Context: an optimization exercise on an open-source flow, tuned for small area, a short achievable clock period and few clock cycles. The choices shown serve that exercise and are no tape-out recipe.
At most, simulation tests tie the RTL to the original design; equivalence was not proved.
No driver is modelled on the clock port, so clocking that relies on it looks cheaper here than on a real chip.

==> run K <==
// motor_loop
module motor_loop (
    input  wire        clk,
    input  wire        rst,            
    input  wire        cmd_valid,
    output wire        cmd_ready,
    input  wire [3:0]  cmd_op,
    input  wire [7:0]  cmd_imm,
    input  wire [15:0] meas_current,   
    input  wire [15:0] meas_clicks,    
    input  wire [15:0] bus_voltage,    
    output reg         done,
    output reg  [6:0]  duty_a,
    output reg  [6:0]  duty_b,
    output reg  [7:0]  v_out           
);
Settings: LEC_CHECK=0, ABC_AREA=1, CAP_MARGIN=20, CORE_MARGIN=2, CORE_UTILIZATION=65, CTS_BUF_LIST=sky130_fd_sc_hd__clkbuf_16, CTS_CLUSTER_DIAMETER=70, CTS_CLUSTER_SIZE=35, SLEW_MARGIN=20; clock period 120.0 ns.
standard.sh (not shown) runs the stock make flow with config.mk's settings and CLKGATE_MAP_FILE= SYNTH_SCRIPT=/design/flow/synth_recipe.tcl, a recipe that flattens the netlist after the stock synthesis.
==> flow/flow/run.sh <==
#!/bin/bash
# Standard layout with three changes:
#  - synthesis maps with a stronger area script for ABC (flow/abc_area.script,
#    used through a copy of ORFS's scripts folder; everything else in
#    synthesis is the standard one, so the registers are the same);
#  - CTS without dummy load cells (clock_tree_synthesis -dont_use_dummy_load);
#  - the port buffers buffer_ports inserts (clkdlybuf4s50_1, a delay cell) are
#    swapped for plain buffers after CTS (flow/port_buffers.tcl).
set -euo pipefail
here=$(pwd)
rm -rf $here/scripts_abc
cp -r $FLOW_HOME/scripts $here/scripts_abc
cp $here/flow/abc_area.script $here/scripts_abc/abc_area.script
bash standard.sh synth "SCRIPTS_DIR=$here/scripts_abc" > $here/standard_synth.log 2>&1
cts_args="-sink_clustering_enable -repair_clock_nets -sink_clustering_size 35"
cts_args="$cts_args -sink_clustering_max_diameter 70 -buf_list sky130_fd_sc_hd__clkbuf_16"
cts_args="$cts_args -dont_use_dummy_load"
bash standard.sh cts "CTS_ARGS=$cts_args" > $here/standard_cts.log 2>&1
openroad -no_init -exit $here/flow/port_buffers.tcl > $here/port_buffers.log 2>&1
bash standard.sh > $here/standard_finish.log 2>&1
test -f $here/out/final.def
==> flow/flow/abc_area.script <==
strash
dc2
strash
dch -f
map -a
topo
stime -c
==> flow/flow/port_buffers.tcl <==
# Swap the port buffers for plain buffers and re-legalise the placement.
set plat $::env(FLOW_HOME)/platforms/$::env(FLOW_PLATFORM)
set res [pwd]/orfs/results/$::env(FLOW_PLATFORM)/motor_loop/base
read_liberty $plat/lib/sky130_fd_sc_hd__tt_025C_1v80.lib
read_db $res/4_cts.odb
set n 0
foreach inst [[ord::get_db_block] getInsts] {
  set name [$inst getName]
  set m [[$inst getMaster] getName]
  if {$m ne "sky130_fd_sc_hd__clkdlybuf4s50_1"} { continue }
  if {![regexp {^(input|output)[0-9]+$} $name]} { continue }
  set fo 0
  foreach it [$inst getITerms] {
    if {[$it isOutputSignal]} {
      set net [$it getNet]
      if {$net ne "NULL"} { set fo [expr {[llength [$net getITerms]] + [llength [$net getBTerms]] - 1}] }
    }
  }
  set new [expr {$fo > 2 ? "sky130_fd_sc_hd__buf_2" : "sky130_fd_sc_hd__buf_1"}]
  if {[string match output* $name]} { set new sky130_fd_sc_hd__buf_2 }
  replace_cell [get_cells $name] $new
  incr n
}
puts "replaced $n port buffers"
detailed_placement
check_placement -verbose
write_db $res/4_cts.odb
==> run R (differences from run K) <==
==> flow/run.sh (new file) <==
#!/bin/bash
# synth_recipe.tcl (not shown) runs the flow's synth.tcl, then flattens the netlist and writes it again
# the make line also repeats each setting of config.mk as NAME=value (left out here)
make -C /OpenROAD-flow-scripts/flow DESIGN_CONFIG=/design/flow/config.mk WORK_HOME=/design/flow/orfs CLKGATE_MAP_FILE= SYNTH_SCRIPT=/design/flow/synth_recipe.tcl finish
--- a/flow/config.mk
+++ b/flow/config.mk
@@ -10,6 +10,6 @@
 export CORE_MARGIN = 2
-export CORE_UTILIZATION = 65
+export CORE_UTILIZATION = 40
 export CTS_BUF_LIST = sky130_fd_sc_hd__clkbuf_16
-export CTS_CLUSTER_DIAMETER = 70
-export CTS_CLUSTER_SIZE = 35
+export CTS_CLUSTER_DIAMETER = 60
+export CTS_CLUSTER_SIZE = 30
 export SLEW_MARGIN = 20
removed: flow/flow/run.sh
removed: flow/flow/abc_area.script
removed: flow/flow/port_buffers.tcl
removed: flow/standard.sh
==> run B (differences from run K) <==
==> flow/flow/run.sh (replaced) <==
#!/bin/bash
# Standard layout with two changes:
#  - CTS without dummy load cells (clock_tree_synthesis -dont_use_dummy_load);
#  - the port buffers buffer_ports inserts (clkdlybuf4s50_1, a delay cell) are
#    swapped for plain buffers after CTS (flow/port_buffers.tcl).
set -euo pipefail
here=$(pwd)
cts_args="-sink_clustering_enable -repair_clock_nets -sink_clustering_size 35"
cts_args="$cts_args -sink_clustering_max_diameter 70 -buf_list sky130_fd_sc_hd__clkbuf_16"
cts_args="$cts_args -dont_use_dummy_load"
bash standard.sh cts "CTS_ARGS=$cts_args" > $here/standard_cts.log 2>&1
openroad -no_init -exit $here/flow/port_buffers.tcl > $here/port_buffers.log 2>&1
bash standard.sh > $here/standard_finish.log 2>&1
test -f $here/out/final.def
--- a/flow/config.mk
+++ b/flow/config.mk
@@ -10,3 +10,3 @@
 export CORE_MARGIN = 2
-export CORE_UTILIZATION = 65
+export CORE_UTILIZATION = 80
 export CTS_BUF_LIST = sky130_fd_sc_hd__clkbuf_16
removed: flow/flow/abc_area.script
==> notes.md <==
Between run K and run R, the lower maximum frequency is in run R (gap about 2%, measured against run R). Between run K and run R, the lower first-iteration DRC count is in run K (gap 1.1%, measured against run R). Run K finished clean. Run B ended with an error in global routing (GRT-0116). Run R completed with no timing, DRC or antenna violations. In run K the register-to-register slack is worse than in run R, by 2.8 ns. Against run K, the cell area of run R is larger by 6.8%. Clock skew: run R is lower than run K (0.016 ns). Non-clock buffer count: run R is lower than run K (8). In run R the clock-buffer cell count is higher than in run K, by 32. In run B the synthesized area is higher than in run K, by about 1.7%. Via count: run R is larger than run K (about 2%).
==> figures <==
	run K	run R	run B
Area fraction in compound gates after synthesis	2.669%	2.319%	2.319%
Type of the tightest min-delay check	flop to flop	flop to flop	-
Outcome	timing/DRC/antenna clean	timing/DRC/antenna clean	stopped before the end
Last stage reached	-	-	global routing
Routed len/inst	18.34 um	14.94 um	-
Register share of the cell area	75.01%	70.25%	-
Vias after detailed routing	27960	28540	-
Met3 wire len	3.498 mm	4.161 mm	-
Clock buffers	84	116	-
Syn Inst Count	3585	3848	3848
N_diodes	0	4	-
Portion of the clock cycle consumed by the worst path in the final layout	20.95%	21.39%	-
Number of flip-flops under the largest register name	1584	1584	-
Hold path depth	0	0	-
Critical R2R Launch	a_cur[0]	c_avg[1]	-
Total Neg Setup Slack	0 ns	0 ns	-
Synthesized area divided by synthesized cell count	18.45 sq um	17.48 sq um	17.48 sq um
Number of placement rows	117	150	106
Total Nets Final	4259	4479	-
Number of max-capacitance violations reported	0	0	-
Hold Violations, Final	0	0	-
Data arrival time of the critical path	1.14 ns	1.66 ns	-
Testbench counts of run K, summed over its fixed seeds: cycles 32,016.
Testbench counts of run R, summed over its fixed seeds: cycles 32,016.
Testbench counts of run B, summed over its fixed seeds: cycles 32,016.


==> run a: inputs <==
==> flow/design.v <==
module motor_loop (
    input  wire        clk,
    input  wire        rst,            
    input  wire        cmd_valid,
    output wire        cmd_ready,
    input  wire [3:0]  cmd_op,
    input  wire [7:0]  cmd_imm,
    input  wire [15:0] meas_current,   
    input  wire [15:0] meas_clicks,    
    input  wire [15:0] bus_voltage,    
    output reg         done,
    output reg  [6:0]  duty_a,
    output reg  [6:0]  duty_b,
    output reg  [7:0]  v_out           
);
    assign cmd_ready = 1'b1;
    reg        a_v;
    reg [3:0]  a_op;
    reg [7:0]  a_imm;
    reg [15:0] a_cur, a_clk, a_vb;
    always @(posedge clk) begin
        a_v   <= cmd_valid && !rst;
        a_op  <= cmd_op;
        a_imm <= cmd_imm;
        a_cur <= meas_current;
        a_clk <= meas_clicks;
        a_vb  <= bus_voltage;
    end
    reg signed [7:0]  setpoint;
    reg        [1:0]  law;
    reg signed [16:0] last_error;
    reg signed [22:0] integral_error;
    reg signed [13:0] acc;
    reg        [10:0] corr_m;         
    reg        [1599:0] ring;         
    reg        [6:0]  fill;           
    reg        [22:0] ring_sum;
    reg        [2:0]  decay_counter;
    reg               ld_nz, ld_neg;  
    wire imm_zero  = (a_imm == 8'd0);
    wire do_setsp  = a_v && a_op == 4'd0;
    wire do_setlaw = a_v && a_op == 4'd1 && a_imm[7:2] == 6'd0 && a_imm[1:0] != 2'd3;
    wire ex        = a_v && imm_zero && a_op >= 4'd2 && a_op <= 4'd8;
    wire is_tick   = a_op == 4'd2;
    wire use_law   = a_op >= 4'd2 && a_op <= 4'd5;
    wire clim_en   = ex && (is_tick || a_op == 4'd6);
    wire plim_en   = ex && (is_tick || a_op == 4'd7);
    wire act_en    = ex && (is_tick || a_op == 4'd8);
    wire [1:0] lk  = is_tick ? law : (a_op[1:0] == 2'd3 ? 2'd0 : a_op[1:0] == 2'd0 ? 2'd1 : 2'd2);
    wire lk_pd     = lk == 2'd1;
    wire lk_pid    = lk == 2'd2;
    wire neutral = (setpoint == 8'sd0) || (setpoint > 8'sd100) || (setpoint < -8'sd100);
    wire signed [16:0] e = {{7{setpoint[7]}}, setpoint, 2'b00} - {a_clk[15], a_clk};
    wire signed [19:0] kd = ({{3{e[16]}}, e} <<< 2) + ({{3{e[16]}}, e} <<< 1)
                          - ({{3{last_error[16]}}, last_error} <<< 1);
    wire        ie_rnd = !integral_error[22] && (integral_error[5:0] != 6'd0);
    wire        [22:0] ie_asr = {{6{integral_error[22]}}, integral_error[22:6]};
    wire signed [22:0] ig = integral_error - ie_asr + {{6{e[16]}}, e} - {22'd0, ie_rnd};
    wire signed [22:0] base = lk_pid ? ig : {{9{acc[13]}}, acc};
    wire signed [22:0] u    = base + {{3{kd[19]}}, kd};
    wire signed [13:0] acc_n = (u > 23'sd8128)  ? 14'sd8128 :
                               (u < -23'sd8128) ? -14'sd8128 : u[13:0];
    wire signed [7:0]  step_out = neutral ? 8'sd0 : acc_n[13:6];
    wire signed [7:0]  direct_out = (setpoint == -8'sd128) ? -8'sd127 : setpoint;
    wire signed [7:0]  law_out = (lk_pd || lk_pid) ? step_out : direct_out;
    wire               law_upd = ex && use_law && (lk_pd || lk_pid) && !neutral;
    wire signed [7:0] x0 = use_law ? law_out : v_out;
    wire        sx = x0[7];
    wire [6:0]  ax = sx ? -x0[6:0] : x0[6:0];
    wire signed [17:0] w   = $signed({7'd0, corr_m}) + $signed({2'd0, a_cur}) - 18'sd500;
    wire        [10:0] lim = {ax, 4'd0};
    wire        [10:0] corr_n = w[17] ? 11'd0 :
                                (w > $signed({7'd0, lim})) ? lim : w[10:0];
    wire        [6:0]  m1 = clim_en ? ax - corr_n[10:4] : ax;
    wire        full   = (fill == 7'd100);
    wire [15:0] oldest = full ? ring[1599:1584] : 16'd0;
    wire [22:0] sum_n  = ring_sum - {7'd0, oldest} + {7'd0, a_cur};
    wire [15:0] avg    = sum_n / 23'd100;
    wire [31:0] est    = avg * a_vb;
    wire        trip   = est > 32'd40000;
    wire        block  = trip || (decay_counter != 3'd0);
    wire [6:0]  m2 = (plim_en && block) ? 7'd0 : m1;
    wire        d_nz   = (m2 != 7'd0);
    wire        d_neg  = d_nz && sx;
    wire        dead   = (d_nz != ld_nz) || (d_neg != ld_neg);
    always @(posedge clk) begin
        if (plim_en)
            ring <= {ring[1583:0], a_cur};
    end
    always @(posedge clk) begin
        if (rst) begin
            setpoint       <= 8'sd0;
            law            <= 2'd0;
            last_error     <= 17'sd0;
            integral_error <= 23'sd0;
            acc            <= 14'sd0;
            corr_m         <= 11'd0;
            fill           <= 7'd0;
            ring_sum       <= 23'd0;
            decay_counter  <= 3'd0;
            ld_nz          <= 1'b0;
            ld_neg         <= 1'b0;
            duty_a         <= 7'd0;
            duty_b         <= 7'd0;
            v_out          <= 8'sd0;
            done           <= 1'b0;
        end else begin
            done <= a_v;
            if (do_setsp)  setpoint <= a_imm;
            if (do_setlaw) law <= a_imm[1:0];
            if (law_upd) begin
                acc        <= acc_n;
                last_error <= e;
                if (lk_pid) integral_error <= ig;
            end
            if (clim_en) corr_m <= corr_n;
            if (plim_en) begin
                ring_sum      <= sum_n;
                if (!full) fill <= fill + 7'd1;
                decay_counter <= trip ? 3'd5 :
                                 (decay_counter != 3'd0) ? decay_counter - 3'd1 : 3'd0;
            end
            if (act_en) begin
                ld_nz  <= d_nz;
                ld_neg <= d_neg;
                duty_a <= (!dead && d_nz && !sx) ? m2 : 7'd0;
                duty_b <= (!dead && d_neg) ? m2 : 7'd0;
            end
            if (ex) v_out <= sx ? -{1'b0, m2} : {1'b0, m2};
        end
    end
endmodule
==> flow/run.sh <==
#!/bin/bash
# synth_recipe.tcl (not shown) runs the flow's synth.tcl, then flattens the netlist and writes it again
# the make line also repeats each setting of config.mk as NAME=value (left out here)
make -C /OpenROAD-flow-scripts/flow DESIGN_CONFIG=/design/flow/config.mk WORK_HOME=/design/flow/orfs CLKGATE_MAP_FILE= SYNTH_SCRIPT=/design/flow/synth_recipe.tcl finish
==> flow/config.mk <==
export PLATFORM = sky130hd
export DESIGN_NAME = motor_loop
export DESIGN_NICKNAME = motor_loop
export VERILOG_FILES = /design/flow/design.v
export SDC_FILE = /design/flow/constraint.sdc
export NUM_CORES = 4
export LEC_CHECK = 0
export CAP_MARGIN = 20
export CORE_MARGIN = 2
export CORE_UTILIZATION = 40
export SLEW_MARGIN = 20
==> flow/constraint.sdc <==
create_clock -name core_clock -period 120.0 [get_ports {clk}]
set_input_delay 24.0000 -clock core_clock [delete_from_list [all_inputs] [get_ports {clk}]]
set_output_delay 24.0000 -clock core_clock [all_outputs]
set_load 0.01 [all_outputs]
==> run b (differences from run a) <==
--- a/flow/design.v
+++ b/flow/design.v
@@ -77,6 +77,16 @@
     wire [22:0] sum_n  = ring_sum - {7'd0, oldest} + {7'd0, a_cur};
     wire [15:0] avg    = sum_n / 23'd100;
-    wire [31:0] est    = avg * a_vb;
-    wire        trip   = est > 32'd40000;
+    reg  [19:0] est_lo;
+    reg         est_hi;
+    integer pi;
+    always @(*) begin
+        est_lo = 20'd0;
+        est_hi = 1'b0;
+        for (pi = 0; pi < 16; pi = pi + 1) begin
+            est_lo = est_lo + ({4'd0, avg[pi] ? (a_vb & (16'hffff >> pi)) : 16'd0} << pi);
+            est_hi = est_hi | (avg[pi] & |(a_vb >> (16 - pi)));
+        end
+    end
+    wire        trip   = est_hi || (est_lo > 20'd40000);
     wire        block  = trip || (decay_counter != 3'd0);
     wire [6:0]  m2 = (plim_en && block) ? 7'd0 : m1;
==> summary of the runs <==
In run b the cell count is smaller than in run a, by 7.0%. Clock skew: run a is higher than run b (12 ps). Run a passed the timing, design-rule and antenna checks. Run b finished clean. Via count: run a is higher than run b (7.0%). Critical path depth: run a is higher than run b (98). Against run b, the die area of run a is higher by about 5%.
Testbench counts of run b, summed over its fixed seeds: cycles 32,008.
Only the layout flow was run in run a; the RTL was not checked for function there.

## re-timing with driven ports
In the flow no input, the clock included, has a driving cell. The finished layouts below were timed again as built, in two steps.
Step 1: set_driving_cell puts a clkbuf_16 on clk and a buf_2 on each other input, an assumption about the parent block.
Step 2 adds t to the input delays and takes it off the output delays; t is the mean of the earliest and latest rising clock arrival at the registers after step 1. Input paths then give back, and output paths get back, about the clock's delay inside the block.
Three values: ideal, step 1, step 2; two values: the first two.
run	shift t [ns]	setup slack, ns	latest minus earliest clock arrival (ns)	worst register clock-pin slew, ns
run K of note 1	0.719	94.859 / 94.788 / 95.260	0.114 / 0.114	0.12 / 0.12
run R of note 1	0.828	94.337 / 94.260 / 94.666	0.073 / 0.073	0.10 / 0.10
run a of note 2	0.859	93.981 / 93.981 / 93.981	0.056 / 0.055	0.07 / 0.07
run b of note 2	0.860	94.221 / 94.148 / 93.618	0.037 / 0.038	0.07 / 0.07
After both steps setup and hold are still met in every run listed. The setup slack of run b of note 2, which loses most, moves by -0.073 ns with the drivers and by -0.603 ns with both steps.
